Source: an optimization exercise on an open RTL-to-GDS flow (aim: small area, a short achievable clock period and few clock cycles per item). Production flows keep margins and buffers that such runs may drop.
Where RTL was checked, it was by simulation tests only, not by an equivalence proof against the original.
For runs 1 and 2, only the layout was checked, not whether the RTL still works.
No activity file was given, so power comes from the tool's default toggle rates.

$ cat design/flow/config.mk
export PLATFORM = sky130hd
export DESIGN_NAME = tpe_fparse
export DESIGN_NICKNAME = tpe_fparse
export VERILOG_FILES = /design/flow/design.v
export SDC_FILE = /design/flow/constraint.sdc
export NUM_CORES = 4
export LEC_CHECK = 0
export ABC_CLOCK_PERIOD_IN_PS = 2000
export CAP_MARGIN = 20
export CORE_MARGIN = 2
export CORE_UTILIZATION = 40
export SETUP_SLACK_MARGIN = 2.3
export SLEW_MARGIN = 20
$ cat design/flow/constraint.sdc
create_clock -name core_clock -period 4.5 [get_ports {clk}]
set_input_delay 0.9000 -clock core_clock [delete_from_list [all_inputs] [get_ports {clk}]]
set_output_delay 0.9000 -clock core_clock [all_outputs]
set_load 0.01 [all_outputs]
$ cat design/flow/design.v
module tpe_fparse (
    input  wire         clk,
    input  wire         rst,
    input  wire         in_valid,
    input  wire [7:0]   in_data,
    input  wire         in_last,
    output reg          in_ready,
    output reg          out_valid,
    input  wire         out_ready,
    output reg          out_end,
    output wire [7:0]   out_kind,
    output reg          out_success,
    output reg  [31:0]  out_word,
    output wire [15:0]  out_period,
    output reg          out_flag,
    output reg  [103:0] out_temps,
    output reg  [15:0]  out_cursor
);
    localparam [7:0]  SYNC0       = 8'hCA;
    localparam [7:0]  SYNC1       = 8'hFE;
    localparam [15:0] CRC_POLY    = 16'h1021;
    localparam [15:0] CRC_INIT    = 16'hFFFF;
    function [15:0] crc_byte;
        input [15:0] c_in;
        input [7:0]  b;
        reg   [15:0] c;
        integer      i;
        begin
            c = c_in ^ {b, 8'h00};
            for (i = 0; i < 8; i = i + 1)
                c = c[15] ? ((c << 1) ^ CRC_POLY) : (c << 1);
            crc_byte = c;
        end
    endfunction
    function [15:0] add16;
        input [15:0] a;
        input [15:0] b;
        reg   [15:0] g, p, gg, pp, g2, p2;
        integer      i, lvl, span;
        begin
            g = a & b;
            p = a ^ b;
            gg = g;
            pp = p;
            for (lvl = 0; lvl < 4; lvl = lvl + 1) begin
                span = 1 << lvl;
                g2 = gg;
                p2 = pp;
                for (i = 0; i < 16; i = i + 1)
                    if ((i / span) % 2 == 1) begin
                        g2[i] = gg[i] | (pp[i] & gg[(i / span) * span - 1]);
                        p2[i] = pp[i] & pp[(i / span) * span - 1];
                    end
                gg = g2;
                pp = p2;
            end
            add16 = p ^ {gg[14:0], 1'b0};
        end
    endfunction
    reg  [8:0]  fidx;          
    reg  [8:0]  flen;          
    reg         at_last;       
    reg         recq;          
    reg         stopped;       
    reg  [15:0] crc_rx;
    reg  [15:0] crc;
    reg  [2:0]  kind;
    reg         chk;           
    reg         crcgood;       
    reg         lastp;         
    reg         fresh;         
    reg         end_pending;
    reg         end_zero;      
    reg         zq;            
    assign out_kind   = {5'd0, kind};
    assign out_period = out_temps[15:0];
    wire out_free = !out_valid || out_ready;
    wire take = in_valid && in_ready;
    wire wr = !out_valid;      
    wire type_ok = (in_data[7:3] == 5'd0) && (in_data[2:0] != 3'd0) && (in_data[2:0] != 3'd7);
    reg  hdr_bad;
    always @(*) begin
        case (fidx)
            9'd0:    hdr_bad = (in_data != SYNC0);
            9'd1:    hdr_bad = (in_data != SYNC1);
            9'd4:    hdr_bad = !type_ok;
            default: hdr_bad = 1'b0;
        endcase
    end
    wire f6 = (fidx == 9'd6);
    wire frame_done = f6 ? (in_data == 8'd0) : at_last;
    wire [15:0] crc_next = crc_byte(crc, in_data);
    reg  rec_len_ok;
    always @(*) begin
        case (kind)
            3'd4:    rec_len_ok = (in_data >= 8'd17);
            3'd3:    rec_len_ok = (in_data >= 8'd6);
            3'd6:    rec_len_ok = (in_data != 8'd0);
            default: rec_len_ok = 1'b1;
        endcase
    end
    wire        crc_ok   = chk && crcgood;
    wire        rec_b    = crc_ok && recq;
    wire [15:0] csum     = add16(out_cursor, {7'd0, flen});
    integer k;
    always @(posedge clk) begin
        case (fidx)
            9'd2: crc_rx[7:0]  <= in_data;
            9'd3: crc_rx[15:8] <= in_data;
            9'd4: if (wr) kind        <= in_data[2:0];
            9'd5: if (wr) out_success <= (in_data != 8'd0);
            9'd7: if (wr) out_flag    <= (in_data != 8'd0);
            9'd6: begin
                flen <= {1'b0, in_data} + 9'd7;
                recq <= rec_len_ok;
            end
            default: ;
        endcase
        for (k = 0; k < 4; k = k + 1)
            if (wr && fidx == 9'd7 + k) out_word[8*k +: 8] <= in_data;
        for (k = 0; k < 13; k = k + 1)
            if (wr && fidx == 9'd11 + k) out_temps[8*k +: 8] <= in_data;
        if (fidx < 9'd4)
            crc <= CRC_INIT;
        else if (take)
            crc <= crc_next;
        crcgood <= (crc_next == crc_rx);
    end
    reg s0v, s0e, s1v, s1z, s2v;
    reg cur_zero;
    reg restart;
    always @(posedge clk) begin
        s0v = out_valid;   s0e = out_end;
        s1v = end_pending; s1z = end_zero;
        s2v = zq;
        cur_zero = 1'b0;
        restart = take && (in_last || frame_done);
        if (rst) begin
            fidx        <= 9'd0;
            at_last     <= 1'b0;
            stopped     <= 1'b0;
            chk         <= 1'b0;
            lastp       <= 1'b0;
            fresh       <= 1'b1;
            end_pending <= 1'b0;
            end_zero    <= 1'b0;
            zq          <= 1'b0;
            out_valid   <= 1'b0;
            in_ready    <= 1'b1;
        end else begin
            chk   <= take && frame_done && !stopped;
            lastp <= take && in_last;
            if (restart) begin
                fidx    <= 9'd0;
                at_last <= 1'b0;
            end else if (take) begin
                fidx    <= fidx + 9'd1;
                at_last <= f6 ? (in_data == 8'd1) : (fidx + 9'd2 == flen);
            end
            if (take && in_last)
                stopped <= 1'b0;
            else if ((take && !stopped && hdr_bad) || (chk && !crcgood && !lastp))
                stopped <= 1'b1;
            if (crc_ok)
                fresh <= 1'b0;
            if (lastp)
                fresh <= 1'b1;
            if (fresh && !out_valid && !lastp)
                cur_zero = 1'b1;
            if (out_free) begin
                s0v = s1v;  s0e = 1'b1;
                if (s1v && s1z)
                    cur_zero = 1'b1;
                s1v = s2v;  s1z = 1'b1;
                s2v = 1'b0;
            end
            if (rec_b) begin
                s0v = 1'b1; s0e = 1'b0;
                if (lastp) begin
                    s1v = 1'b1; s1z = 1'b0;
                end
            end else if (lastp) begin
                if (!s0v) begin
                    s0v = 1'b1; s0e = 1'b1;
                    if (fresh) cur_zero = 1'b1;
                end else if (!s1v) begin
                    s1v = 1'b1; s1z = s0e;
                    if (fresh && !s0e) cur_zero = 1'b1;
                end else
                    s2v = 1'b1;
            end
            if (crc_ok)
                out_cursor <= csum;
            else if (cur_zero)
                out_cursor <= 16'd0;
            out_valid   <= s0v;
            out_end     <= s0e;
            end_pending <= s1v;
            end_zero    <= s1z;
            zq          <= s2v;
            in_ready    <= !(take && in_last) && !s2v &&
                           !(s0v && (take ? (!restart && fidx >= 9'd3) : (fidx >= 9'd4)));
        end
    end
endmodule
$ cat design/flow/flow/run.sh
#!/bin/bash
# The standard layout, with plain buf_1 cells as the port buffers.
set -euo pipefail
export BUFFER_PORTS_ARGS="-buffer_cell sky130_fd_sc_hd__buf_1"
bash standard.sh > standard_flow.log 2>&1
$ cat design/flow/standard.sh
#!/bin/bash
# synth_recipe.tcl (not shown) runs the flow's synth.tcl, then flattens the netlist and writes it again
# the make line also repeats each setting of config.mk as NAME=value (left out here)
make -C /OpenROAD-flow-scripts/flow DESIGN_CONFIG=/design/flow/config.mk WORK_HOME=/design/flow/orfs CLKGATE_MAP_FILE= SYNTH_SCRIPT=/design/flow/synth_recipe.tcl "${@:-finish}"
==> summary.md, run 1 <==
| Metric | Value |
|---|---|
| R2R Setup Slk | `2.06 ns` |
| Synth Instances | `625` |
| Synthesized area | `8900 um^2` |
| P per Cell Area | `408 nW/um^2` |
| Final worst-path cycle share | `0.543` |
| Router iterations before antenna repair | `5` |
| Layout Utilization | `0.504` |
| CTS tree | `done` |
| Worst EP required | `4.74 ns` |
| Die area | `23,500 um^2` |
| Worst min path class | `flip-flop to flip-flop` |
| Starting Density | `0.408` |
| Tot Pwr | `4.49 mW` |
| Crit path DAT | `2.69 ns` |
| Commonest cells after routing, fill and taps aside | `184 x edfxtp_1, 184 x buf_1, 44 x nand2_1` |
| ANT nets after route | `0` |
| Critical Path Source Type | `flip-flop` |
| Crit Reg-Reg Startpoint | `flen[0]$_DFFE_PN_` |
| CORE AREA | `21,800 um^2` |
| YS warnings | `1` |
| I/O pins | `194` |
| Crit. End Element | `flip-flop` |
| Maximum clock frequency | `409 MHz` |
| Least-Margin Pin Slew | `0.681 ns` |
| Drt drc | `0` |
| Peak supply drop | `0.000250 V` |
| FILL cells | `1,911` |
| Inserted Diodes | `0` |
| Area grow syn2layout | `23.6%` |
| First DRT Iteration DRCs | `417` |
| FF+latch area | `6250 um^2` |
| Multi-input gate area | `2630 um^2` |
| WHS Endpoint | `fresh$_SDFFE_PP1P_` |
| Vias in the first global route | `5,429` |
| Max Buffers Root-to-Sink | `3` |
| Async S/R FF share, synth | `0` |
| Post-route setup TNS | `0 ns` |
| Worst Reg2Reg Path Length in Cells | `9` |
| Clock-pin slew on the worst setup and hold paths | `0.06 ns` |
| Chip Width | `153 um` |
| Global-route wire length before repair | `31,600 um` |
| Die H | `153 um` |
| Post-DP HPWL | `14,200 um` |
| Port bufs | `188` |
| Critical path type | `flip-flop to flip-flop` |
| Fin. Hold Viols | `0` |
| Placer Congestion | `0.821` |
| Fin Clk Skew | `0.0183 ns` |
| Slew HR | `0.546` |
| Net count, final | `857` |
| Netlist cell types | `49` |
| Global route overflow | `0` |
| Worst skew pair latency | `0.51 ns` |
| CTS sink count | `220` |
| Sequential share of the synthesized area | `0.702` |
| Layout cell share with drive strength beyond 1 | `0.136` |
| Hold path depth | `1` |
| # H-tree levels | `1` |
| Via density | `5.04` |
| CTS root buf | `clkbuf_16` |
| Ys flop type | `edfxtp_1` |
| Pin count of the biggest net entering global routing | `36` |
| Highest net fanout along the worst path | `2` |
| GRT Resource Usage Total | `0.171` |
| Number of flops mapped to enable cells by yosys | `184` |
| Status | `no timing/DRC/antenna violations` |
| Max-slew violation count | `0` |
| Syn_area_per_cell | `14.2 um^2` |
| Max Cap Viol | `0` |
| Drt total wl | `20,600 um` |
| Routed len/inst | `18.4 um` |
| Hold path startpoint | `fresh$_SDFFE_PP1P_` |
| TritonCTS Buffers | `24` |
| Leakage | `3.76 nW` |
| Flops & latches, synth | `220` |
| RSZ-0062 raised after global routing | `yes` |
| Final setup vio count | `0` |
| R2r endpoint | `out_cursor[9]$_SDFFCE_PN0P_` |
| # rows | `54` |
| Vias | `5,629` |
| Initial antenna violation count | `2` |
| Min cycle time layout | `2.44 ns` |
-- layer usage --
layer,vias up,GRT usage,part of all wire
li1,2632,-,-
met1,2723,0.241,0.44
met2,239,0.277,0.47
met3,31,0.0366,0.076
met4,4,0.0353,0.015
met5,-,0,0.0014
-- report_power, final --
part           leakage, nW  total (mW)  internal, mW  switching [mW]
registers             1.97        2.24          2.22          0.0165
logic                 1.39       0.220        0.0773           0.143
clock network        0.397        2.03          1.27           0.767
-- critical path, stage by stage, from the launching register on --
cell	delay, ns
edfxtp_1	0.44
ha_2	0.21
fa_2	0.36
a21o_1	0.18
a31oi_1	0.19
o21ai_2	0.09
a21o_1	0.17
fa_2	0.35
xnor2_2	0.13
nor2_1	0.05
-- cells in the mapped netlist, types with 11 or more instances --
library cell  instances  share of area
nand2_1              45          0.019
nor3_1               11         0.0062
o211ai_1             13          0.011
and2_1               20          0.014
o21ai_0              13         0.0073
edfxtp_1            184           0.62
nand3_1              16         0.0090
nor2_1               39          0.016
xor2_1               23          0.023
a21oi_1              18          0.010
dfxtp_1              36          0.081
ha_1                 19          0.027
and3_1               12         0.0084
clkbuf_1             16         0.0067
buf_4                21          0.018
xnor2_1              41          0.040
inv_1                22         0.0093
-- worst max-delay path by stage --
stage               cells past startpoint                     endpoint         startpoint  slack [ns]
finish                                  9  out_cursor[9]$_SDFFCE_PN0P_  flen[0]$_DFFE_PN_        2.06
floorplan                               7         at_last$_SDFFE_PP0P_         in_data[4]        2.09
global route                            9  out_cursor[9]$_SDFFCE_PN0P_  flen[0]$_DFFE_PN_        1.94
global placement                        7         at_last$_SDFFE_PP0P_         in_data[7]        1.59
CTS                                     9  out_cursor[9]$_SDFFCE_PN0P_  flen[0]$_DFFE_PN_        2.05
detailed placement                      7         at_last$_SDFFE_PP0P_         in_data[7]        1.55
-- logic make-up after synthesis --
kind of cell / after synthesis / share of synthesized area
compound gates: 64 / 0.0472
xor+xnor: 68 / 0.0715
fa+ha+maj: 23 / 0.0357
buf+inv: 64 / 0.0365
flops: 220 / 0.702
mux: 1 / 0.00112
other cells: 1 / 0.000421
simple gates: 184 / 0.106
-- sequential cells by signal (all words and copies together), names as in the netlist --
| name | cells |
|---|---|
| at_last | 1 |
| flen | 9 |
| fidx | 9 |
| chk | 1 |
| out_success | 1 |
| out_end | 1 |
| fresh | 1 |
| zq | 1 |
| stopped | 1 |
| out_valid | 1 |
| crc | 16 |
| kind | 3 |
| crc_rx | 16 |
| out_cursor | 16 |
| out_temps | 104 |
| out_word | 32 |
| recq | 1 |
| lastp | 1 |
| end_zero | 1 |
| out_flag | 1 |
| crcgood | 1 |
| in_ready | 1 |
| end_pending | 1 |
-- area by class of cell --
type | instances | share of cell area
Tap cell | 280 | 0.0318
Inverter | 22 | 0.00750
Multi-Input combinational cell | 347 | 0.239
Clock buffer | 28 | 0.0559
Clock inverter | 14 | 0.0192
Timing Repair Buffer | 206 | 0.0787
Sequential cell | 220 | 0.568
-- through the flow --
step	hold WS [ns]	cells	instance area (um^2)	setup slack, ns
finish	0.467	1117	11000	2.06
global route	0.482	1117	11000	1.94
CTS	0.466	1115	10900	2.05
floorplan	0.402	629	9070	2.09
global placement	0.444	1066	9920	1.59
detailed placement	0.452	1066	9920	1.55
-- timing repair --
action / 4_1_cts / 5_1_grt
gates cloned: 1 / 1
buffers inserted: 6 / 1
hold endpoints to repair: 0 / 0
hold buffers: 0 / 0
pin swaps: 11 / 6
resized for setup: 23 / 33
endpoints found under the setup margin: 162 / 143
==> run 2, diff against run 1 <==
--- a/design/flow/config.mk
+++ b/design/flow/config.mk
@@ -8,6 +8,6 @@
 export ABC_CLOCK_PERIOD_IN_PS = 2000
 export CAP_MARGIN = 20
 export CORE_MARGIN = 2
-export CORE_UTILIZATION = 40
-export SETUP_SLACK_MARGIN = 2.3
+export CORE_UTILIZATION = 60
+export SETUP_SLACK_MARGIN = 2.5
 export SLEW_MARGIN = 20
==> run 2 against run 1 <==
Still clean. Setup slack got worse by 0.034 ns. Non-clock buffer count increased by 43. Via count increased by 7.5%. Sequential cell count unchanged. Combinational power increased by 25%. Total power decreased by 3.4%. Clock power decreased by 9.9%. Clock skew decreased by 0.0058 ns. Cell area increased by 5.2%. Core utilization increased by 29 points. Synthesized cell count unchanged. Cell count decreased by 4.8%. Critical path type unchanged. Largest cell class unchanged. Highest routed layer is now met4.
==> summary.md, run 2 <==
| Metric | Value |
|---|---|
| Starting Density | `0.613 (+0.205)` |
| Synth area leader | `edfxtp_1` |
| Chip Width | `126 um (-18%)` |
| Number of flops mapped to enable cells by yosys | `184 (unchanged)` |
| Worst min path class | `flip-flop to flip-flop` |
| R2R Setup Slk | `2.02 ns (-0.03 ns)` |
| Max Buffers Root-to-Sink | `3 (unchanged)` |
| Placed insts | `968 (-9.2%)` |
| Design Area, Final | `11,600 um^2 (+5.2%)` |
| CORE AREA | `14,500 um^2 (-33%)` |
| # rows | `44 (-19%)` |
| Post-route setup TNS | `0 ns (unchanged)` |
| Commonest non-fill, non-tap cell in the layout | `edfxtp_1` |
| Fin. Hold Viols | `0 (unchanged)` |
| Min cycle time layout | `2.48 ns (+0.0339 ns)` |
| Top Registers | `out_temps (104), out_word (32)` |
| Routed len/inst | `21.2 um (+15%)` |
| Leakage | `4.10 nW (+9.1%)` |
| Layout Utilization | `0.797 (+0.293)` |
| Netlist cell types | `49 (unchanged)` |
| Flops & latches, synth | `220 (unchanged)` |
| Vias | `6,051 (+7.5%)` |
| Die area | `15,800 um^2 (-33%)` |
| Fin Hold WS | `0.460 ns (-0.00757 ns)` |
| Highest net fanout along the worst path | `2 (unchanged)` |
| CTS tree | `done` |
| Max-slew violation count | `0 (unchanged)` |
| Area grow syn2layout | `30.1%` |
| Commonest cells in the netlist | `184 x edfxtp_1, 45 x nand2_1, 41 x xnor2_1` |
| Sequential share of the synthesized area | `0.702 (unchanged)` |
| Hold path depth | `1 (unchanged)` |
| Worst skew pair latency | `0.50 ns (about the same)` |
| Die H | `126 um (-18%)` |
| Crit path DAT | `2.70 ns (about the same)` |
| Worst EP required | `4.72 ns (-0.02 ns)` |
| Global-route wire length before repair | `32,700 um (+3.4%)` |
| Ys flop type | `edfxtp_1` |
| R2r endpoint | `out_cursor[9]$_SDFFCE_PN0P_` |
| FILL cells | `827 (-57%)` |
| Synthesized area | `8900 um^2 (unchanged)` |
| Global route overflow | `0 (unchanged)` |
| Layout cell share with drive strength beyond 1 | `0.216 (+0.0800)` |
| Least-Margin Pin Slew | `0.889 ns (+0.208 ns)` |
| Status | `no timing/DRC/antenna violations` |
| Placed Area | `9800 um^2 (-1.2%)` |
| Vias in the first global route | `5,595 (+3.1%)` |
| Critical path type | `flip-flop to flip-flop` |
| Inserted Diodes | `0 (unchanged)` |
| WHS Endpoint | `chk$_SDFF_PP0_` |
| Final worst-path cycle share | `0.550 (+0.00753)` |
| Fin Clk Skew | `0.0125 ns (-0.00579 ns)` |
| Slew HR | `0.407 (-0.139)` |
| Net count, final | `899 (+4.9%)` |
| Router iterations before antenna repair | `4 (-1)` |
| Critical Path Source Type | `flip-flop` |
| Hold path startpoint | `stopped$_SDFFE_PP0P_` |
| Via density | `5.69 (+13%)` |
| Initial antenna violation count | `0 (-2)` |
| Crit. End Element | `flip-flop` |
| CTS sink count | `220 (unchanged)` |
| Syn_area_per_cell | `14.2 um^2 (unchanged)` |
| Most common cell in the netlist | `edfxtp_1` |
| Area share of the largest cell type after synthesis | `0.621 (unchanged)` |
| Finished Layout Cells | `1,063 (-4.8%)` |
| YS warnings | `1 (unchanged)` |
| Pin count of the biggest net entering global routing | `37 (+2.8%)` |
| Commonest cells after routing, fill and taps aside | `184 x edfxtp_1, 170 x buf_1, 43 x nand2_1` |
| Ranking of synthesized cells by area | `edfxtp_1 62%, dfxtp_1 8.1%, xnor2_1 4.0%` |
| Placer Congestion | `0.858 (+4.5%)` |
| Maximum clock frequency | `404 MHz (-1.4%)` |
| I/O pins | `194 (unchanged)` |
| Worst Reg2Reg Path Length in Cells | `9 (unchanged)` |
| Max reg flops | `104 (unchanged)` |
| First DRT Iteration DRCs | `431 (+3.4%)` |
| TritonCTS Buffers | `22 (-8.3%)` |
| Port bufs | `188 (unchanged)` |
| # H-tree levels | `1 (unchanged)` |
| RSZ-0062 raised after global routing | `yes` |
| Post-DP HPWL | `13,800 um (-2.6%)` |
| Crit Reg-Reg Startpoint | `out_cursor[0]$_SDFFCE_PN0P_` |
| Peak supply drop | `0.000338 V (+35%)` |
| GRT Resource Usage Total | `0.269 (+0.0972)` |
| Synth Instances | `625 (unchanged)` |
| Drt drc | `0 (unchanged)` |
| Largest register by flop count | `out_temps` |
| Drt total wl | `22,600 um (+9.6%)` |
| Clock-pin slew on the worst setup and hold paths | `0.06 ns (about the same)` |
| P per Cell Area | `375 nW/um^2 (-8.2%)` |
| ANT nets after route | `0 (unchanged)` |
| Async S/R FF share, synth | `0 (unchanged)` |
| Max Cap Viol | `0 (unchanged)` |
| CTS root buf | `clkbuf_16` |
| Final setup vio count | `0 (unchanged)` |
## run 2: cell counts after synthesis
Identical to the previous run, type by type.
## run 2: logic make-up after synthesis
family          synth area share
xor+xnor                  0.0715
other cells             0.000421
compound gates            0.0472
buf+inv                   0.0365
mux                      0.00112
flops                      0.702
simple gates               0.106
fa+ha+maj                 0.0357
## run 2: layout make-up
type,instances,area (um^2),share of cell area
sequential,220,6260,0.541
multi-input combinational,348,2820,0.243
timing repair buffer,249,1450,0.125
clock buffer,35,684,0.0591
tap,184,230,0.0199
inverter,22,90.1,0.00778
clock inverter,5,53.8,0.00464
## run 2: stage by stage
stage	power (mW)	setup slack [ns]
5_1_grt	4.48	1.91
3_5_place_dp	2.48	1.68
4_1_cts	4.33	2.09
6_report	4.34	2.02
3_3_place_gp	2.47	1.73
2_1_floorplan	2.41	2.09
## run 2: where the power goes
part           switching [mW]  internal (mW)
registers              0.0142           2.22
logic                   0.162          0.112
clock network           0.728           1.10
total                   0.905           3.43
## run 2: layer usage
layer	up-vias	share of wire	track usage
li1	2735	-	-
met1	2947	0.41	0.369
met2	318	0.49	0.438
met3	51	0.078	0.0556
met4	0	0.023	0.0853
met5	-	0	0
## run 2: repair_timing
action / CTS / global route
endpoints found under the setup margin: 223 / 223
resized for setup: 72 / 92
pin swaps: 18 / 24
hold buffers: 0 / 0
cloned: 3 / 3
buffers inserted: 29 / 20
## run 2: worst max path at each step
stage / from / endpoint / slack, ns
after floorplan: in_data[4] / at_last$_SDFFE_PP0P_ / 2.09
after global placement: in_data[6] / at_last$_SDFFE_PP0P_ / 1.73
after detailed placement: in_data[3] / crcgood$_DFF_P_ / 1.68
after CTS: out_cursor[0]$_SDFFCE_PN0P_ / out_cursor[9]$_SDFFCE_PN0P_ / 2.09
after global routing: out_cursor[0]$_SDFFCE_PN0P_ / out_cursor[9]$_SDFFCE_PN0P_ / 1.91
final: out_cursor[0]$_SDFFCE_PN0P_ / out_cursor[9]$_SDFFCE_PN0P_ / 2.02
## run 2: worst max-delay path: stages, from the launching register on
cell	delay, ns
edfxtp_1	0.40
ha_2	0.21
fa_2	0.35
a21o_1	0.18
a31oi_1	0.20
o21ai_2	0.09
a21o_1	0.20
fa_2	0.37
xnor2_2	0.17
nor2_1	0.05
==> run 3, diff against run 2 <==
--- a/design/flow/design.v
+++ b/design/flow/design.v
@@ -32,31 +32,6 @@
             crc_byte = c;
         end
     endfunction
-    function [15:0] add16;
-        input [15:0] a;
-        input [15:0] b;
-        reg   [15:0] g, p, gg, pp, g2, p2;
-        integer      i, lvl, span;
-        begin
-            g = a & b;
-            p = a ^ b;
-            gg = g;
-            pp = p;
-            for (lvl = 0; lvl < 4; lvl = lvl + 1) begin
-                span = 1 << lvl;
-                g2 = gg;
-                p2 = pp;
-                for (i = 0; i < 16; i = i + 1)
-                    if ((i / span) % 2 == 1) begin
-                        g2[i] = gg[i] | (pp[i] & gg[(i / span) * span - 1]);
-                        p2[i] = pp[i] & pp[(i / span) * span - 1];
-                    end
-                gg = g2;
-                pp = p2;
-            end
-            add16 = p ^ {gg[14:0], 1'b0};
-        end
-    endfunction
     reg  [8:0]  fidx;          
     reg  [8:0]  flen;          
     reg         at_last;       
@@ -66,7 +41,7 @@
     reg  [15:0] crc;
     reg  [2:0]  kind;
     reg         chk;           
-    reg         crcgood;       
+    reg  [3:0]  crcgood;       
     reg         lastp;         
     reg         fresh;         
     reg         end_pending;
@@ -99,9 +74,11 @@
             default: rec_len_ok = 1'b1;
         endcase
     end
-    wire        crc_ok   = chk && crcgood;
+    wire        crc_ok   = chk && (&crcgood);
     wire        rec_b    = crc_ok && recq;
-    wire [15:0] csum     = add16(out_cursor, {7'd0, flen});
+    wire [9:0]  csum_lo  = {1'b0, out_cursor[8:0]} + {1'b0, flen};
+    wire [6:0]  cur_hi1  = out_cursor[15:9] + 7'd1;
+    wire [15:0] csum     = {csum_lo[9] ? cur_hi1 : out_cursor[15:9], csum_lo[8:0]};
     integer k;
     always @(posedge clk) begin
         case (fidx)
@@ -124,7 +101,8 @@
             crc <= CRC_INIT;
         else if (take)
             crc <= crc_next;
-        crcgood <= (crc_next == crc_rx);
+        for (k = 0; k < 4; k = k + 1)
+            crcgood[k] <= (crc_next[4*k +: 4] == crc_rx[4*k +: 4]);
     end
     reg s0v, s0e, s1v, s1z, s2v;
     reg cur_zero;
@@ -159,7 +137,7 @@
             end
             if (take && in_last)
                 stopped <= 1'b0;
-            else if ((take && !stopped && hdr_bad) || (chk && !crcgood && !lastp))
+            else if ((take && !stopped && hdr_bad) || (chk && !(&crcgood) && !lastp))
                 stopped <= 1'b1;
             if (crc_ok)
                 fresh <= 1'b0;
--- a/design/flow/config.mk
+++ b/design/flow/config.mk
@@ -8,6 +8,8 @@
 export ABC_CLOCK_PERIOD_IN_PS = 2000
 export CAP_MARGIN = 20
 export CORE_MARGIN = 2
-export CORE_UTILIZATION = 60
-export SETUP_SLACK_MARGIN = 2.5
+export CORE_UTILIZATION = 40
+export CTS_BUF_LIST = sky130_fd_sc_hd__clkbuf_8
+export CTS_CLUSTER_SIZE = 30
+export SETUP_SLACK_MARGIN = 2.3
 export SLEW_MARGIN = 20
==> run 3 against run 2 <==
Still clean. Area after synthesis increased by 1.4%. Setup slack improved by 0.36 ns. Critical path depth decreased by 2. Via count decreased by 6.2%. Wire length decreased by 3.3%. Largest power group unchanged.
==> summary.md, run 3 <==
| Metric | Value |
|---|---|
| Post-DP HPWL | `15,000 um (+9.0%)` |
| Design Area, Final | `10,900 um^2 (-5.6%)` |
| Vias in the first global route | `5,649 (+0.97%)` |
| Global-route wire length before repair | `33,100 um (+1.0%)` |
| Worst Reg2Reg Path Length in Cells | `4 (-5)` |
| Status | `no timing/DRC/antenna violations` |
| Placer Congestion | `0.840 (-2.1%)` |
| Fin Clk Skew | `0.0175 ns (+0.00502 ns)` |
| Starting Density | `0.411 (-0.201)` |
| Hold path startpoint | `stopped$_SDFFE_PP0P_` |
| Worst EP required | `4.75 ns (+0.03 ns)` |
| Drt drc | `0 (unchanged)` |
| Synth area leader | `edfxtp_1` |
| Clock-pin slew on the worst setup and hold paths | `0.06 ns (about the same)` |
| GRT Max-Usage Layer | `met2` |
| Max reg flops | `104 (unchanged)` |
| Final worst-path cycle share | `0.471 (-0.0793)` |
| # rows | `54 (+23%)` |
| R2R Setup Slk | `2.43 ns (+0.41 ns)` |
| Hold_buf cts | `0 (unchanged)` |
| Top Registers | `out_temps (104), out_word (32)` |
| GR Layer Usage met1 | `0.234 (-0.135)` |
| Drt total wl | `21,800 um (-3.3%)` |
| Netlist cell types | `56 (+14%)` |
| Async S/R FF share, synth | `0 (unchanged)` |
| Area share of the largest cell type after synthesis | `0.612 (-0.00852)` |
| Leakage | `3.74 nW (-8.8%)` |
| YS warnings | `1 (unchanged)` |
| # H-tree levels | `2 (+1)` |
| Commonest cells after routing, fill and taps aside | `184 x edfxtp_1, 183 x buf_1, 40 x xnor2_1` |
| Layout cell share with drive strength beyond 1 | `0.150 (-0.0662)` |
| Die H | `154 um (+23%)` |
| Sequential share of the synthesized area | `0.699 (-0.00297)` |
| Routed len/inst | `19.1 um (-9.9%)` |
| Tot Pwr | `4.12 mW (-5.1%)` |
| Crit path DAT | `2.37 ns (-0.33 ns)` |
| Final setup vio count | `0 (unchanged)` |
| Die area | `23,800 um^2 (+50%)` |
| I/O pins | `194 (unchanged)` |
| Max Buffers Root-to-Sink | `3 (unchanged)` |
| Critical Path Source Type | `input pin` |
| ANT nets after route | `0 (unchanged)` |
| R2r endpoint | `out_temps[7]$_DFFE_PP_` |
| Vias | `5,675 (-6.2%)` |
| Commonest cells in the netlist | `184 x edfxtp_1, 42 x xnor2_1, 39 x dfxtp_1` |
| Initial antenna violation count | `0 (unchanged)` |
| Crit Reg-Reg Startpoint | `fidx[6]$_SDFFE_PP0P_` |
| Inserted Diodes | `0 (unchanged)` |
| Synthesized area | `9030 um^2 (+1.4%)` |
| Commonest non-fill, non-tap cell in the layout | `edfxtp_1` |
| Critical path type | `input pin to flip-flop` |
| First DRT Iteration DRCs | `243 (-44%)` |
| Max-slew violation count | `0 (unchanged)` |
| RSZ-0062 raised after global routing | `no` |
| GRT Resource Usage Total | `0.181 (-0.0873)` |
| CORE AREA | `22,000 um^2 (+51%)` |
| Most common cell in the netlist | `edfxtp_1` |
| Post-route setup TNS | `0 ns (unchanged)` |
| Highest net fanout along the worst path | `26 (+24)` |
| Pin count of the biggest net entering global routing | `37 (unchanged)` |
| Largest register by flop count | `out_temps` |
| Number of flops mapped to enable cells by yosys | `184 (unchanged)` |
| Chip Width | `154 um (+23%)` |
| Placed Area | `10,000 um^2 (+2.3%)` |
| TritonCTS Buffers | `37 (+68%)` |
| Synth Instances | `617 (-1.3%)` |
| Fin. Hold Viols | `0 (unchanged)` |
| Net count, final | `866 (-3.7%)` |
| GR Util met3 | `0.0389 (-0.0167)` |
| Crit. End Element | `flip-flop` |
| Hold path depth | `1 (unchanged)` |
| Global route overflow | `0 (unchanged)` |
| Area grow syn2layout | `21.2%` |
| P per Cell Area | `377 nW/um^2 (+0.51%)` |
| Least-Margin Pin Slew | `0.659 ns (-0.230 ns)` |
| Ranking of synthesized cells by area | `edfxtp_1 61%, dfxtp_1 8.6%, xnor2_1 4.1%` |
| CTS sink count | `223 (+1.4%)` |
| Ys flop type | `edfxtp_1` |
| CTS tree | `done` |
| WHS Endpoint | `chk$_SDFF_PP0_` |
| Worst skew pair latency | `0.53 ns (+0.03 ns)` |
| Via density | `4.98 (-13%)` |
| Worst min path class | `flip-flop to flip-flop` |
| Maximum clock frequency | `472 MHz (+17%)` |
| CTS root buf | `clkbuf_8` |
| Peak supply drop | `0.000279 V (-17%)` |
| Met2 Usage GRT | `0.307 (-0.131)` |
| Syn_area_per_cell | `14.6 um^2 (+2.7%)` |
| Max Cap Viol | `0 (unchanged)` |
| Layout Utilization | `0.498 (-0.299)` |
| Flops & latches, synth | `223 (+1.4%)` |
| Port bufs | `188 (unchanged)` |
| Slew HR | `0.558 (+0.151)` |
| Min cycle time layout | `2.12 ns (-0.357 ns)` |
| Router iterations before antenna repair | `4 (unchanged)` |
[run 3: area by class of cell]
type	count	area [um^2]
Clock buffer	39	537
Fill cell	1924	11000
Timing Repair Buffer	211	905
Multi-Input combinational cell	337	2620
Clock inverter	29	126
Inverter	21	82.6
Sequential cell	223	6320
Tap cell	280	350
[run 3: worst max path at each step]
stage / from / to / slack [ns] / cells past startpoint
floorplan: in_data[5] / at_last$_SDFFE_PP0P_ / 2.20 / 6
global placement: in_data[5] / crcgood[1]$_DFF_P_ / 1.74 / 7
detailed placement: in_data[7] / at_last$_SDFFE_PP0P_ / 1.69 / 6
CTS: fidx[5]$_SDFFE_PP0P_ / out_temps[66]$_DFFE_PP_ / 2.07 / 3
global route: flen[0]$_DFFE_PN_ / out_cursor[8]$_SDFFCE_PN0P_ / 2.30 / 8
finish: in_data[5] / recq$_DFFE_PN_ / 2.38 / 7
[run 3: cells by family after synthesis]
family          share of synthesized area
compound gates                     0.0514
xor+xnor                           0.0739
mux                               0.00333
fa+ha+maj                          0.0313
flops                               0.699
other cells                      0.000415
buf+inv                            0.0378
simple gates                        0.103
[run 3: metrics by stage]
stage          cells  setup WS (ns)  hold WS [ns]
6_report        1140           2.38         0.462
5_1_grt         1140           2.30         0.477
4_1_cts         1132           2.07         0.474
3_5_place_dp    1062           1.69         0.465
3_3_place_gp    1062           1.74         0.466
2_1_floorplan    621           2.20         0.401
[run 3: repair_timing]
action                                  CTS  global route
buffers inserted                          2             8
pin swaps                                 1             8
gates resized for setup                  24            20
endpoints found under the setup margin  127           169
[run 3: metal layers]
layer / up-vias / share of wire
met5: - / 0
met4: 0 / 0.018
met3: 32 / 0.057
met2: 162 / 0.50
met1: 2801 / 0.42
li1: 2680 / -
[run 3: critical path, stage by stage]
cell and delay (ns):
buf_1 0.07, buf_4 0.24, or3_4 0.39, nor4b_4 0.33, a22oi_1 0.16, nor3b_1 0.21
a31oi_1 0.06
[run 3: power by group]
group | switching (mW) | internal [mW]
Sequential | 0.0207 | 2.25
Clock | 0.790 | 0.810
Combinational | 0.155 | 0.0902
Testbench counts of run 3, summed over its fixed seeds: cycles 60,390, bytes 59,167.
==> run 4, diff against run 3 <==
--- a/design/flow/config.mk
+++ b/design/flow/config.mk
@@ -9,7 +9,5 @@
 export CAP_MARGIN = 20
 export CORE_MARGIN = 2
 export CORE_UTILIZATION = 40
-export CTS_BUF_LIST = sky130_fd_sc_hd__clkbuf_8
-export CTS_CLUSTER_SIZE = 30
 export SETUP_SLACK_MARGIN = 2.3
 export SLEW_MARGIN = 20
==> run 4 against run 3 <==
Still clean on timing, DRC and antenna. Maximum frequency is essentially flat. Area after synthesis is the same. Register-to-register slack got worse by 0.05 ns. Sequential share of layout area shrank 0.93 points. Clock power grew 25%. Cell count decreased by 1.9%. Total power grew 9.7%. Core utilization grew 0.80 points. Non-clock buffer count increased by 3.
==> summary.md, run 4 <==
| Metric | Value |
|---|---|
| Multi-input gate area | `2620 um^2 (unchanged)` |
| FILL cells | `1,884 (-2.1%)` |
| Number of flops mapped to enable cells by yosys | `184 (unchanged)` |
| Die area | `23,800 um^2 (unchanged)` |
| Crit Reg-Reg Startpoint | `flen[1]$_DFFE_PN_` |
| Synthesized area | `9030 um^2 (unchanged)` |
| I/O pins | `194 (unchanged)` |
| Maximum clock frequency | `471 MHz (about the same)` |
| Peak supply drop | `0.000312 V (+12%)` |
| Syn_area_per_cell | `14.6 um^2 (unchanged)` |
| Max Cap Viol | `0 (unchanged)` |
| Worst Setup Slack, final | `2.38 ns (-0.00175 ns)` |
| FF+latch area | `6310 um^2 (about the same)` |
| Drt total wl | `21,600 um (-0.88%)` |
| Status | `no timing/DRC/antenna violations` |
| Flops & latches, synth | `223 (unchanged)` |
| Synth area leader | `edfxtp_1` |
| Netlist cell types | `56 (unchanged)` |
| Drt drc | `0 (unchanged)` |
| ANT nets after route | `0 (unchanged)` |
| Worst Reg2Reg Path Length in Cells | `6 (+2)` |
| Finished Layout Cells | `1,118 (-1.9%)` |
| Starting Density | `0.411 (unchanged)` |
| Net count, final | `856 (-1.2%)` |
| Synth Instances | `617 (unchanged)` |
| Top Registers | `out_temps (104), out_word (32)` |
| Crit path DAT | `2.36 ns (about the same)` |
| Max Buffers Root-to-Sink | `3 (unchanged)` |
| Final setup vio count | `0 (unchanged)` |
| Critical Path Source Type | `input pin` |
| R2R Setup Slk | `2.38 ns (-0.05 ns)` |
| Clock-pin slew on the worst setup and hold paths | `0.06 ns (about the same)` |
| Fin. Hold Viols | `0 (unchanged)` |
| GRT Resource Usage Total | `0.177 (-0.00394)` |
| Max reg flops | `104 (unchanged)` |
| Die H | `154 um (unchanged)` |
| Post-DP HPWL | `15,000 um (unchanged)` |
| Final worst-path cycle share | `0.471 (about the same)` |
| RSZ-0062 raised after global routing | `no` |
| Chip Width | `154 um (unchanged)` |
| Critical path type | `input pin to flip-flop` |
| Post-Place Worst Slack | `1.69 ns (unchanged)` |
| Highest net fanout along the worst path | `4 (-85%)` |
| Ys flop type | `edfxtp_1` |
| Routed len/inst | `19.3 um (+1.1%)` |
| TritonCTS Buffers | `24 (-35%)` |
| Crit. End Element | `flip-flop` |
| WHS Endpoint | `fresh$_SDFFE_PP1P_` |
| Area share of the largest cell type after synthesis | `0.612 (unchanged)` |
| Commonest cells in the netlist | `184 x edfxtp_1, 42 x xnor2_1, 39 x dfxtp_1` |
| R2r endpoint | `out_cursor[13]$_SDFFCE_PN0P_` |
| Layout cell share with drive strength beyond 1 | `0.146 (-0.00442)` |
| Placer Congestion | `0.840 (unchanged)` |
| CTS tree | `done` |
| Fin Clk Skew | `0.00910 ns (-0.00839 ns)` |
| Worst skew pair latency | `0.50 ns (-0.03 ns)` |
| Max-slew violation count | `0 (unchanged)` |
| Placed insts | `1,062 (unchanged)` |
| Vias | `5,647 (-0.49%)` |
| First DRT Iteration DRCs | `314 (+29%)` |
| Inserted Diodes | `0 (unchanged)` |
| P per Cell Area | `406 nW/um^2 (+7.9%)` |
| Slew HR | `0.551 (-0.00655)` |
| Min cycle time layout | `2.12 ns (+0.00175 ns)` |
| Commonest cells after routing, fill and taps aside | `184 x edfxtp_1, 183 x buf_1, 40 x xnor2_1` |
| Largest register by flop count | `out_temps` |
| Sequential share of the synthesized area | `0.699 (unchanged)` |
| Leakage | `3.74 nW (about the same)` |
| Pin count of the biggest net entering global routing | `37 (unchanged)` |
| YS warnings | `1 (unchanged)` |
| Hold_buf cts | `0 (unchanged)` |
| Global-route wire length before repair | `32,600 um (-1.3%)` |
| Post-route setup TNS | `0 ns (unchanged)` |
| Hold path depth | `2 (+1)` |
| CORE AREA | `22,000 um^2 (unchanged)` |
| # rows | `54 (unchanged)` |
| Most common cell in the netlist | `edfxtp_1` |
| Commonest non-fill, non-tap cell in the layout | `edfxtp_1` |
| CTS root buf | `clkbuf_16` |
| Fin Hold WS | `0.477 ns (+0.0148 ns)` |
| Hold path startpoint | `fresh$_SDFFE_PP1P_` |
| Tot Pwr | `4.52 mW (+9.7%)` |
| Port bufs | `188 (unchanged)` |
| Router iterations before antenna repair | `5 (+1)` |
| CTS sink count | `223 (unchanged)` |
| Vias in the first global route | `5,518 (-2.3%)` |
| Async S/R FF share, synth | `0 (unchanged)` |
| Initial antenna violation count | `0 (unchanged)` |
| Area grow syn2layout | `23.1%` |
| Via density | `5.05 (+1.5%)` |
| Worst min path class | `flip-flop to flip-flop` |
| # H-tree levels | `1 (-1)` |
| Ranking of synthesized cells by area | `edfxtp_1 61%, dfxtp_1 8.6%, xnor2_1 4.1%` |
| Worst EP required | `4.74 ns (about the same)` |
| Global route overflow | `0 (unchanged)` |
| Least-Margin Pin Slew | `0.670 ns (+0.0111 ns)` |
## run 4: power by group
| part | internal, mW | leakage [nW] | switching, mW | total [mW] |
|---|---|---|---|---|
| sequential | 2.25 | 2.00 | 0.0212 | 2.27 |
| clock | 1.23 | 0.398 | 0.770 | 2.00 |
| combinational | 0.0908 | 1.34 | 0.155 | 0.246 |
| total | 3.57 | 3.74 | 0.946 | 4.52 |
## run 4: final cells by class
type                       instances  share of cell area
clock buffer                      30              0.0607
clock inverter                    13              0.0126
inverter                          21             0.00743
multi-input combinational        337               0.236
sequential                       223               0.568
tap                              280              0.0315
timing repair buffer             214              0.0837
## run 4: stage by stage
step           instance area (um^2)   util
2_1_floorplan                  9130      -
3_3_place_gp                  10000  0.457
3_5_place_dp                  10000  0.457
4_1_cts                       11000  0.499
5_1_grt                       11100  0.506
6_report                      11100  0.506
## run 4: worst max-delay path by stage
| stage | start | end | slack, ns | cells past startpoint |
|---|---|---|---|---|
| detailed placement | in_data[7] | at_last$_SDFFE_PP0P_ | 1.69 | 6 |
| floorplan | in_data[5] | at_last$_SDFFE_PP0P_ | 2.20 | 6 |
| global placement | in_data[5] | crcgood[1]$_DFF_P_ | 1.74 | 7 |
| global route | out_cursor[2]$_SDFFCE_PN0P_ | out_cursor[15]$_SDFFCE_PN0P_ | 2.30 | 6 |
| finish | in_data[6] | recq$_DFFE_PN_ | 2.38 | 6 |
| CTS | fidx[5]$_SDFFE_PP0P_ | out_temps[68]$_DFFE_PP_ | 2.07 | 3 |
## run 4: what timing repair did
action | CTS | global route
buffers inserted | 2 | 11
setup endpoints to repair | 127 | 170
pin swaps | 3 | 8
resized for setup | 24 | 22
## run 4: logic make-up (layout without fill, tap and decap cells)
family                     count (synthesis)  in the layout  synth area share
DFF                                      223            223             0.699
and+or+nand+nor                          172            172             0.103
xor gates and xnor gates                  71             71            0.0739
AOI/OAI and AO/OA                         64             64            0.0514
buffers and inverters                     61            278            0.0378
adders and majority gates                 22             22            0.0313
muxes                                      3              3           0.00333
other                                      1              5          0.000415
## run 4: per-layer routing
metal  wire length, um  GRT usage
met5                 0          0
met4               408     0.0498
met1              9230      0.236
met2             10900      0.303
met3              1060     0.0289
## run 4: critical path, cell delays in order
cell,delay (ns)
buf_1,0.20
or3_4,0.46
nor4b_4,0.34
a22oi_1,0.16
nor3b_1,0.21
a31oi_1,0.07
==> run 5, diff against run 4 <==
--- a/design/flow/design.v
+++ b/design/flow/design.v
@@ -35,7 +35,6 @@
     reg  [8:0]  fidx;          
     reg  [8:0]  flen;          
     reg         at_last;       
-    reg         recq;          
     reg         stopped;       
     reg  [15:0] crc_rx;
     reg  [15:0] crc;
@@ -68,14 +67,14 @@
     reg  rec_len_ok;
     always @(*) begin
         case (kind)
-            3'd4:    rec_len_ok = (in_data >= 8'd17);
-            3'd3:    rec_len_ok = (in_data >= 8'd6);
-            3'd6:    rec_len_ok = (in_data != 8'd0);
+            3'd4:    rec_len_ok = (flen >= 9'd24);
+            3'd3:    rec_len_ok = (flen >= 9'd13);
+            3'd6:    rec_len_ok = (flen != 9'd7);
             default: rec_len_ok = 1'b1;
         endcase
     end
     wire        crc_ok   = chk && (&crcgood);
-    wire        rec_b    = crc_ok && recq;
+    wire        rec_b    = crc_ok && rec_len_ok;
     wire [9:0]  csum_lo  = {1'b0, out_cursor[8:0]} + {1'b0, flen};
     wire [6:0]  cur_hi1  = out_cursor[15:9] + 7'd1;
     wire [15:0] csum     = {csum_lo[9] ? cur_hi1 : out_cursor[15:9], csum_lo[8:0]};
@@ -87,10 +86,7 @@
             9'd4: if (wr) kind        <= in_data[2:0];
             9'd5: if (wr) out_success <= (in_data != 8'd0);
             9'd7: if (wr) out_flag    <= (in_data != 8'd0);
-            9'd6: begin
-                flen <= {1'b0, in_data} + 9'd7;
-                recq <= rec_len_ok;
-            end
+            9'd6: flen <= {1'b0, in_data} + 9'd7;
             default: ;
         endcase
         for (k = 0; k < 4; k = k + 1)
==> run 5 against run 4 <==
Largest power group unchanged. Worst hold slack got worse by 0.0096 ns. Core utilization fell by 0.86 points. Largest cell class unchanged. Sequential power barely moved. Setup slack improved by 0.011 ns. Cell count fell by 0.27%.
==> summary.md, run 5 <==
| Metric | Value |
|---|---|
| Status | `no timing/DRC/antenna violations` |
| Via density | `5.02 (-0.62%)` |
| R2R Setup Slk | `2.39 ns (about the same)` |
| Highest net fanout along the worst path | `8 (+4)` |
| ANT nets after route | `0 (unchanged)` |
| Area share of the largest cell type after synthesis | `0.609 (-0.00274)` |
| Die area | `23,800 um^2 (about the same)` |
| Critical Path Source Type | `flip-flop` |
| First DRT Iteration DRCs | `382 (+22%)` |
| Worst min path class | `flip-flop to flip-flop` |
| Max Cap Viol | `0 (unchanged)` |
| Pin count of the biggest net entering global routing | `34 (-8.1%)` |
| Layout Utilization | `0.498 (-0.00860)` |
| Initial antenna violation count | `0 (unchanged)` |
| Commonest cells after routing, fill and taps aside | `184 x buf_1, 183 x edfxtp_1, 47 x xnor2_1` |
| Placed insts | `1,059 (-0.28%)` |
| Top Metal Used | `met4` |
| Placer Congestion | `0.812 (-3.3%)` |
| Final setup vio count | `0 (unchanged)` |
| Inserted Diodes | `0 (unchanged)` |
| Post-DP HPWL | `15,000 um (-0.39%)` |
| Port bufs | `188 (unchanged)` |
| Ranking of synthesized cells by area | `edfxtp_1 61%, dfxtp_1 8.7%, xnor2_1 4.7%` |
| Tot Pwr | `4.26 mW (-5.8%)` |
| Crit path launch | `fidx[5]$_SDFFE_PP0P_` |
| WL met2 | `11,200 um (+2.6%)` |
| Leakage | `3.67 nW (-1.8%)` |
| CORE AREA | `22,000 um^2 (unchanged)` |
| Flops & latches, synth | `222 (-0.45%)` |
| Routed len/inst | `19.8 um (+2.4%)` |
| Critical path type | `flip-flop to flip-flop` |
| CTS root buf | `clkbuf_16` |
| Sequential share of the synthesized area | `0.696 (-0.00265)` |
| P per Cell Area | `390 nW/um^2 (-4.1%)` |
| Drt total wl | `22,100 um (+2.1%)` |
| Post-route setup TNS | `0 ns (unchanged)` |
| # H-tree levels | `1 (unchanged)` |
| Worst skew pair latency | `0.52 ns (+0.02 ns)` |
| Crit Reg-Reg Startpoint | `fidx[5]$_SDFFE_PP0P_` |
| Ys flop type | `edfxtp_1` |
| Net count, final | `852 (-0.47%)` |
| Met1 wire length | `9250 um (+0.24%)` |
| Worst Reg2Reg Path Length in Cells | `4 (-2)` |
| Met3 wire len | `1150 um (+8.9%)` |
| Crit path DAT | `2.32 ns (-0.04 ns)` |
| Global-route wire length before repair | `33,300 um (+2.0%)` |
| Crit. End Element | `flip-flop` |
| Vias in the first global route | `5,558 (+0.72%)` |
| Main combinational cell family by area after synthesis | `simple AND/OR/NAND/NOR gates` |
| Synth area leader | `edfxtp_1` |
| Finished Layout Cells | `1,115 (-0.27%)` |
| Synthesized area | `9020 um^2 (about the same)` |
| Router iterations before antenna repair | `4 (-1)` |
| XOR/XNOR share of the synthesized area | `0.0875 (+0.0137)` |
| Netlist cell types | `62 (+11%)` |
| Final worst-path cycle share | `0.469 (-0.00238)` |
| GRT Resource Usage Total | `0.183 (+0.00542)` |
| Top Registers | `out_temps (104), out_word (32)` |
| R2r endpoint | `out_temps[8]$_DFFE_PP_` |
| Commonest cells in the netlist | `183 x edfxtp_1, 48 x xnor2_1, 39 x dfxtp_1` |
| Starting Density | `0.411 (about the same)` |
| YS warnings | `1 (unchanged)` |
| Commonest non-fill, non-tap cell in the layout | `buf_1` |
| Max-slew violation count | `0 (unchanged)` |
| Die H | `154 um (about the same)` |
| Layout cell share with drive strength beyond 1 | `0.138 (-0.00786)` |
| Global route overflow | `0 (unchanged)` |
| Synth Instances | `617 (unchanged)` |
| Maximum clock frequency | `474 MHz (+0.51%)` |
| Vias | `5,597 (-0.89%)` |
| I/O pins | `194 (unchanged)` |
| # rows | `54 (unchanged)` |
| Peak supply drop | `0.000344 V (+10%)` |
| Max reg flops | `104 (unchanged)` |
| Fin Clk Skew | `0.0151 ns (+0.00596 ns)` |
| Fin Hold WS | `0.467 ns (-0.00964 ns)` |
| CTS sink count | `222 (-0.45%)` |
| Area grow syn2layout | `21.2%` |
| Chip Width | `154 um (about the same)` |
| Drt drc | `0 (unchanged)` |
| Least-Margin Pin Slew | `0.755 ns (+0.0850 ns)` |
| Number of flops mapped to enable cells by yosys | `183 (-0.54%)` |
| Fin. Hold Viols | `0 (unchanged)` |
| Slew HR | `0.493 (-0.0580)` |
| Most common cell in the netlist | `edfxtp_1` |
| Clock-pin slew on the worst setup and hold paths | `0.06 ns (about the same)` |
| Synth Area in Compound Gates | `0.0466 (-0.00481)` |
| Mux cell area share after synthesis | `0.00111 (-0.00222)` |
| CTS tree | `done` |
| Post-synthesis adder-cell area fraction | `0.0314 (about the same)` |
| Min cycle time layout | `2.11 ns (-0.0107 ns)` |
| RSZ-0062 raised after global routing | `yes` |
| Critical Path Sink | `out_temps[8]$_DFFE_PP_` |
| Max Buffers Root-to-Sink | `3 (unchanged)` |
| Syn_area_per_cell | `14.6 um^2 (about the same)` |
| Synth Area in Simple Gates | `0.102 (-0.00170)` |
| Async S/R FF share, synth | `0 (unchanged)` |
| Worst EP required | `4.71 ns (-0.03 ns)` |
| TritonCTS Buffers | `24 (unchanged)` |
| Largest register by flop count | `out_temps` |
run 5: changes by cell type after synthesis, moves of 3 or more:
cell | before | now
nor3_1 | 17 | 10
and2_1 | 13 | 19
xnor2_1 | 42 | 48
nand3_1 | 14 | 18
nor2_1 | 32 | 36
o31ai_1 | 4 | 0
or3_1 | 7 | 3
xnor2_4 | 0 | 4
xor2_1 | 23 | 19
a22oi_1 | 3 | 0
and4_1 | 3 | 0
buf_6 | 3 | 0
run 5: layout make-up:
class                   instances  area [um^2]
clock inverters                 9         51.3
clock buffers                  35          662
well taps                     280          350
repair buffers                208          868
inverters                      22         82.6
multi-input cells             339         2630
flip-flops and latches        222         6290
fillers                      1905        11000
run 5: critical path, cell delays in order (launching register included):
cell and delay [ns]:
dfxtp_1 0.39, nor4_4 0.41, nand2b_1 0.28, nor3_1 0.38, and2_2 0.35
run 5: how the worst min path moves through the flow:
stage	to	cells past startpoint	startpoint
after detailed placement	chk$_SDFF_PP0_	1	stopped$_SDFFE_PP0P_
final	chk$_SDFF_PP0_	1	stopped$_SDFFE_PP0P_
after floorplan	chk$_SDFF_PP0_	1	stopped$_SDFFE_PP0P_
after global routing	chk$_SDFF_PP0_	1	stopped$_SDFFE_PP0P_
after global placement	fresh$_SDFFE_PP1P_	2	fresh$_SDFFE_PP1P_
after CTS	chk$_SDFF_PP0_	1	stopped$_SDFFE_PP0P_
run 5: logic make-up (layout without fill, tap and decap cells):
kind of cell,count (synthesis),count (layout)
compound gates,62,62
flops,222,222
mux,1,1
other cells,1,5
fa+ha+maj,22,22
buf+inv,61,274
simple gates,172,173
xor+xnor,76,76
run 5: repair_timing:
action                     CTS  global route
setup endpoints to repair  120           145
cloned                       1             0
pin swaps                    5             5
gates resized for setup     27            24
hold buffers                 0             0
setup buffers                4             6
run 5: per-layer routing:
layer  GRT usage  up-vias
li1            -     2617
met1       0.238     2782
met2       0.315      168
met3      0.0349       30
met4      0.0485        0
met5           0        -
run 5: power by group:
group,internal [mW],switching [mW]
clock network,1.02,0.763
logic,0.0794,0.142
registers,2.24,0.0162
run 5: through the flow:
step	setup WS [ns]	area (um^2)
after global placement	1.77	9950
final	2.39	10900
after global routing	2.28	10900
after detailed placement	1.67	9950
after floorplan	2.30	9050
after CTS	2.17	10800
Testbench counts of run 5, summed over its fixed seeds: cycles 60,390, bytes 59,167.
==> run 6, diff against run 5 <==
--- a/design/flow/config.mk
+++ b/design/flow/config.mk
@@ -9,5 +9,7 @@
 export CAP_MARGIN = 20
 export CORE_MARGIN = 2
 export CORE_UTILIZATION = 40
-export SETUP_SLACK_MARGIN = 2.3
+export CTS_CLUSTER_DIAMETER = 100
+export CTS_CLUSTER_SIZE = 28
+export SETUP_SLACK_MARGIN = 2.45
 export SLEW_MARGIN = 20
==> run 6 against run 5 <==
Maximum frequency is 2.5% higher. Clock power is 32% lower. First-iteration DRC count is 1.0% lower. Die area stayed put. Critical endpoint is now out_cursor[1]. Non-clock buffer count is 19 higher. Clock-buffer cell count is 18 lower. Cell area is 0.52% higher. Via count is 0.29% lower. Area after synthesis stayed put. Sequential power hardly changed. Sequential cell count stayed put. Combinational power is 9.0% higher.
==> summary.md, run 6 <==
| Metric | Value |
|---|---|
| YS warnings | `1 (unchanged)` |
| Flops & latches, synth | `222 (unchanged)` |
| Min cycle time layout | `2.06 ns (-0.0511 ns)` |
| Port bufs | `188 (unchanged)` |
| Hold_buf cts | `0 (unchanged)` |
| Chip Width | `154 um (unchanged)` |
| Ys flop type | `edfxtp_1` |
| Status | `no timing/DRC/antenna violations` |
| Max reg flops | `104 (unchanged)` |
| Post-DP HPWL | `14,600 um (-2.5%)` |
| Highest net fanout along the worst path | `2 (-6)` |
| Die area | `23,800 um^2 (unchanged)` |
| Peak supply drop | `0.000360 V (+4.9%)` |
| Area share of the largest cell type after synthesis | `0.609 (unchanged)` |
| Fin Clk Skew | `0.0162 ns (+0.00115 ns)` |
| GRT Resource Usage Total | `0.176 (-0.00699)` |
| Commonest non-fill, non-tap cell in the layout | `edfxtp_1` |
| Vias in the first global route | `5,453 (-1.9%)` |
| ANT nets after route | `0 (unchanged)` |
| Crit path DAT | `1.16 ns (-1.16 ns)` |
| I/O pins | `194 (unchanged)` |
| Clock-pin slew on the worst setup and hold paths | `0.11 ns (+0.05 ns)` |
| Layout cell share with drive strength beyond 1 | `0.167 (+0.0297)` |
| Commonest cells after routing, fill and taps aside | `183 x edfxtp_1, 181 x buf_1, 46 x xnor2_1` |
| Worst EP required | `3.60 ns (-1.11 ns)` |
| Initial antenna violation count | `0 (unchanged)` |
| Leakage | `3.68 nW (+0.34%)` |
| Router iterations before antenna repair | `5 (+1)` |
| Critical path type | `flip-flop to output port` |
| CTS root buf | `clkbuf_16` |
| Inserted Diodes | `0 (unchanged)` |
| Post-route setup TNS | `0 ns (unchanged)` |
| Max Buffers Root-to-Sink | `3 (unchanged)` |
| Global-route wire length before repair | `32,000 um (-3.8%)` |
| Maximum clock frequency | `485 MHz (+2.5%)` |
| Critical Path Source Type | `flip-flop` |
| Crit. End Element | `output port` |
| Worst skew pair latency | `0.48 ns (-0.04 ns)` |
| Netlist cell types | `62 (unchanged)` |
| Synth Instances | `617 (unchanged)` |
| Final setup vio count | `0 (unchanged)` |
| Fin. Hold Viols | `0 (unchanged)` |
| # H-tree levels | `1 (unchanged)` |
| Least-Margin Pin Slew | `0.637 ns (-0.118 ns)` |
| Tot Pwr | `3.70 mW (-13%)` |
| # rows | `54 (unchanged)` |
| Vias | `5,581 (-0.29%)` |
| Drt total wl | `21,600 um (-2.2%)` |
| Via density | `5.03 (+0.16%)` |
| CTS tree | `done` |
| Max Cap Viol | `0 (unchanged)` |
| CTS sink count | `222 (unchanged)` |
| Commonest cells in the netlist | `183 x edfxtp_1, 48 x xnor2_1, 39 x dfxtp_1` |
| Drt drc | `0 (unchanged)` |
| CORE AREA | `22,000 um^2 (unchanged)` |
| Top Registers | `out_temps (104), out_word (32)` |
| Slew HR | `0.572 (+0.0793)` |
| Async S/R FF share, synth | `0 (unchanged)` |
| Die H | `154 um (unchanged)` |
| First DRT Iteration DRCs | `378 (-1.0%)` |
| Hold path depth | `1 (unchanged)` |
| Worst min path class | `flip-flop to flip-flop` |
| Most common cell in the netlist | `edfxtp_1` |
| Area grow syn2layout | `21.8%` |
| Syn_area_per_cell | `14.6 um^2 (unchanged)` |
| Ranking of synthesized cells by area | `edfxtp_1 61%, dfxtp_1 8.7%, xnor2_1 4.7%` |
| Largest register by flop count | `out_temps` |
| Synthesized area | `9020 um^2 (unchanged)` |
| Global route overflow | `0 (unchanged)` |
| RSZ-0062 raised after global routing | `yes` |
| Starting Density | `0.411 (unchanged)` |
| Placer Congestion | `0.759 (-6.6%)` |
| Worst Reg2Reg Path Length in Cells | `7 (+3)` |
| Max-slew violation count | `0 (unchanged)` |
| TritonCTS Buffers | `12 (-50%)` |
| Final worst-path cycle share | `0.458 (-0.0113)` |
| Net count, final | `859 (+0.82%)` |
| Routed len/inst | `19.5 um (-1.7%)` |
| Synth area leader | `edfxtp_1` |
| Pin count of the biggest net entering global routing | `34 (unchanged)` |
| Number of flops mapped to enable cells by yosys | `183 (unchanged)` |
| P per Cell Area | `337 nW/um^2 (-14%)` |
| Sequential share of the synthesized area | `0.696 (unchanged)` |
## run 6: cell counts after synthesis
No cell type changed its count.
## run 6: timing repair
item                       in CTS  in global routing
pin swaps                      10                 14
setup endpoints to repair     176                186
buffers inserted                8                 21
cloned                          1                  1
resized for setup              49                 49
## run 6: area by class of cell
| type | instances | area, um^2 |
|---|---|---|
| fill | 1870 | 11000 |
| sequential | 222 | 6290 |
| multi-input combinational | 339 | 2770 |
| timing repair buffer | 227 | 1110 |
| tap | 280 | 350 |
| clock buffer | 17 | 340 |
| inverter | 22 | 82.6 |
| clock inverter | 3 | 37.5 |
## run 6: routing by layer
| metal | global-route usage | vias up | wire length, um | share of wire |
|---|---|---|---|---|
| li1 | - | 2628 | - | - |
| met1 | 0.222 | 2768 | 9190 | 0.43 |
| met2 | 0.307 | 149 | 10800 | 0.50 |
| met3 | 0.0285 | 36 | 882 | 0.041 |
| met4 | 0.0601 | 0 | 695 | 0.032 |
| met5 | 0 | - | 0 | 0 |
## run 6: critical path: stages (launching register included)
cell and delay [ns]:
edfxtp_1 0.43, buf_6 0.14, buf_6 0.11
## run 6: path summary, 6_finish.rpt
path / start / slack [ns] / end
worst max-delay path: out_cursor[1]$_SDFFCE_PN0P_ / 2.44 / out_cursor[1]
worst min-delay path: stopped$_SDFFE_PP0P_ / 0.44 / chk$_SDFF_PP0_
worst max register to register: flen[1]$_DFFE_PN_ / 2.48 / out_cursor[14]$_SDFFCE_PN0P_
worst min register to register: stopped$_SDFFE_PP0P_ / 0.44 / chk$_SDFF_PP0_
## run 6: cells by family (layout without fill, tap and decap cells)
group,after synthesis,count (layout),synth area share
and+or+nand+nor,172,173,0.102
buffers and inverters,61,269,0.0355
adders and majority gates,22,22,0.0314
AOI/OAI and AO/OA,62,62,0.0466
DFF,222,222,0.696
other,1,5,0.000416
xor gates and xnor gates,76,76,0.0875
muxes,1,1,0.00111
## run 6: stage by stage
step                      instances  cell area [um^2]  hold slack, ns   util  setup WS [ns]
after floorplan                 621              9140           0.402      -           2.43
after global placement         1059             10000           0.424  0.456           1.71
after detailed placement       1059             10000           0.417  0.456           1.66
after CTS                      1088             10600           0.432  0.483           2.23
after global routing           1110             11000           0.446  0.500           2.34
final                          1110             11000           0.442  0.500           2.44
## run 6: power breakdown
part	internal, mW	switching, mW
Clock	0.553	0.661
Combinational	0.0938	0.147
Sequential	2.23	0.0139
Total	2.88	0.822
==> run 7, diff against run 6 <==
==> design/flow/config.mk (replaced) <==
export PLATFORM = sky130hd
export DESIGN_NAME = tpe_fparse
export DESIGN_NICKNAME = tpe_fparse
export VERILOG_FILES = /design/flow/design.v
export SDC_FILE = /design/flow/constraint.sdc
export NUM_CORES = 4
export LEC_CHECK = 0
export ABC_CLOCK_PERIOD_IN_PS = 1800
export CAP_MARGIN = 20
export CORE_MARGIN = 2
export CORE_UTILIZATION = 40
export CTS_CLUSTER_DIAMETER = 100
export CTS_CLUSTER_SIZE = 28
export SETUP_SLACK_MARGIN = 2.6
export SLEW_MARGIN = 20
==> run 7 against run 6 <==
Still clean. Core utilization up 3.1 points. Clock-buffer cell count up 1. Area after synthesis unchanged. First-iteration DRC count down 14%. Non-clock buffer count up 33. Synthesized cell count unchanged. Total power up 0.88%. Maximum frequency up 0.19%. Critical path depth unchanged. Sequential cell count unchanged. Largest cell class unchanged. Highest routed layer unchanged.
==> summary.md, run 7 <==
| Metric | Value |
|---|---|
| Initial antenna violation count | `0 (unchanged)` |
| Commonest cells in the netlist | `183 x edfxtp_1, 48 x xnor2_1, 39 x dfxtp_1` |
| Top Registers | `out_temps (104), out_word (32)` |
| Clock-pin slew on the worst setup and hold paths | `0.12 ns (about the same)` |
| Leakage | `4.38 nW (+19%)` |
| Post-DP HPWL | `15,000 um (+2.8%)` |
| Die H | `154 um (unchanged)` |
| Syn_area_per_cell | `14.6 um^2 (unchanged)` |
| Via density | `5.05 (+0.40%)` |
| Ys flop type | `edfxtp_1` |
| Fin Clk Skew | `0.0215 ns (+0.00534 ns)` |
| Starting Density | `0.411 (unchanged)` |
| Synth area leader | `edfxtp_1` |
| Post-route setup TNS | `0 ns (unchanged)` |
| Slowest cell delay on critical path | `0.42 ns (about the same)` |
| Mux cell area share after synthesis | `0.00111 (unchanged)` |
| Peak supply drop | `0.000312 V (-13%)` |
| Synthesized area | `9020 um^2 (unchanged)` |
| Netlist cell types | `62 (unchanged)` |
| P_sw | `0.836 mW (+1.7%)` |
| Layout Utilization | `0.531 (+0.0309)` |
| Critical-path top delay cell | `edfxtp_1` |
| Maximum clock frequency | `486 MHz (+0.19%)` |
| Routed len/inst | `19.7 um (+1.2%)` |
| Highest net fanout along the worst path | `2 (unchanged)` |
| WP buf/inv | `2 (unchanged)` |
| # rows | `54 (unchanged)` |
| Clk pwr share | `0.327 (about the same)` |
| Commonest non-fill, non-tap cell in the layout | `edfxtp_1` |
| Critical Path Source Type | `flip-flop` |
| Max Buffers Root-to-Sink | `3 (unchanged)` |
| Min cycle time layout | `2.06 ns (-0.00386 ns)` |
| Async S/R FF share, synth | `0 (unchanged)` |
| Worst skew pair latency | `0.48 ns (about the same)` |
| Slew HR | `0.569 (-0.00308)` |
| Post-synthesis adder-cell area fraction | `0.0314 (unchanged)` |
| Port bufs | `188 (unchanged)` |
| I/O pins | `194 (unchanged)` |
| XOR/XNOR share of the synthesized area | `0.0875 (unchanged)` |
| Final setup vio count | `0 (unchanged)` |
| Commonest cells after routing, fill and taps aside | `183 x edfxtp_1, 116 x clkbuf_2, 62 x buf_4` |
| Least-Margin Pin Slew | `0.644 ns (+0.00713 ns)` |
| Area share of the largest cell type after synthesis | `0.609 (unchanged)` |
| Most common cell in the netlist | `edfxtp_1` |
| CTS tree | `done` |
| Global-route wire length before repair | `33,400 um (+4.4%)` |
| Sequential Power Share | `0.601 (-0.006)` |
| Ranking of synthesized cells by area | `edfxtp_1 61%, dfxtp_1 8.7%, xnor2_1 4.7%` |
| Status | `no timing/DRC/antenna violations` |
| Flops & latches, synth | `222 (unchanged)` |
| Worst min path class | `flip-flop to flip-flop` |
| Net count, final | `892 (+3.8%)` |
| Vias in the first global route | `5,654 (+3.7%)` |
| Max reg flops | `104 (unchanged)` |
| TritonCTS Buffers | `12 (unchanged)` |
| Area grow syn2layout | `29.3%` |
| Max Cap Viol | `0 (unchanged)` |
| Drt total wl | `22,500 um (+4.2%)` |
| First DRT Iteration DRCs | `324 (-14%)` |
| Pin count of the biggest net entering global routing | `34 (unchanged)` |
| Worst EP required | `3.60 ns (about the same)` |
| Number of flops mapped to enable cells by yosys | `183 (unchanged)` |
| Crit. End Element | `output port` |
| Drt drc | `0 (unchanged)` |
| Largest register by flop count | `out_temps` |
| Synth Instances | `617 (unchanged)` |
| Critical path type | `flip-flop to output port` |
| RSZ-0062 raised after global routing | `yes` |
| CTS sink count | `222 (unchanged)` |
| Logic pwr share | `0.072 (+0.007)` |
| Switching part of the total | `0.224 (+0.00183)` |
-- run 7: cell counts after synthesis --
No cell type changed its count.
-- run 7: worst paths after layout --
check / slack, ns / endpoint / cells past startpoint / from
worst max-delay path: 2.44 / out_cursor[1] / 2 / out_cursor[1]$_SDFFCE_PN0P_
worst min-delay path: 0.47 / chk$_SDFF_PP0_ / 1 / stopped$_SDFFE_PP0P_
worst max register to register: 2.50 / out_cursor[10]$_SDFFCE_PN0P_ / 7 / flen[1]$_DFFE_PN_
worst min register to register: 0.47 / chk$_SDFF_PP0_ / 1 / stopped$_SDFFE_PP0P_
-- run 7: routing by layer --
metal	GRT usage	vias to the layer above	routed length, um
met5	0	-	0
met4	0.0681	0	726
met3	0.0299	45	1130
met2	0.315	171	11400
met1	0.235	2868	9210
li1	-	2686	-
-- run 7: power groups by stage --
stage	logic, mW	registers, mW	clock network (mW)
after CTS	0.248	2.24	1.25
after global placement	0.217	2.30	0
after global routing	0.292	2.24	1.32
after detailed placement	0.218	2.30	0
final	0.270	2.24	1.22
after floorplan	0.141	2.30	0
-- run 7: repair_timing --
| item | in CTS | in global routing |
|---|---|---|
| resized for setup | 126 | 182 |
| endpoints found under the setup margin | 368 | 324 |
| hold buffers | 0 | 0 |
| pin swaps | 26 | 28 |
| setup buffers | 40 | 22 |
| gates cloned | 0 | 1 |
-- run 7: cell families (layout without fill, tap and decap cells) --
group	Yosys count	in the layout
DFF	222	222
and+or+nand+nor	172	173
xor gates and xnor gates	76	76
AOI/OAI and AO/OA	62	62
buffers and inverters	61	302
adders and majority gates	22	22
other	1	5
muxes	1	1
-- run 7: area by class of cell --
class	count	area (um^2)
fill	1826	10300
tap	280	350
multi-input combinational	339	2970
timing repair buffer	260	1560
clock inverter	2	41.3
clock buffer	18	344
inverter	22	90.1
sequential	222	6310
-- run 7: through the flow --
stage / total power [mW] / worst slack, ns / instances / area [um^2]
after floorplan: 2.44 / 2.43 / 621 / 9210
after global placement: 2.51 / 1.74 / 1060 / 10100
after detailed placement: 2.51 / 1.72 / 1060 / 10100
after CTS: 3.74 / 2.42 / 1120 / 11100
after global routing: 3.86 / 2.40 / 1143 / 11700
final: 3.73 / 2.44 / 1143 / 11700

Setup slack of run 7, layout unchanged: 2.444 ns with ideal ports, 2.400 ns with driving cells assumed (clock clkbuf_16, inputs buf_2), 2.126 ns with port delays also shifted by the 0.518 ns mid clock arrival.
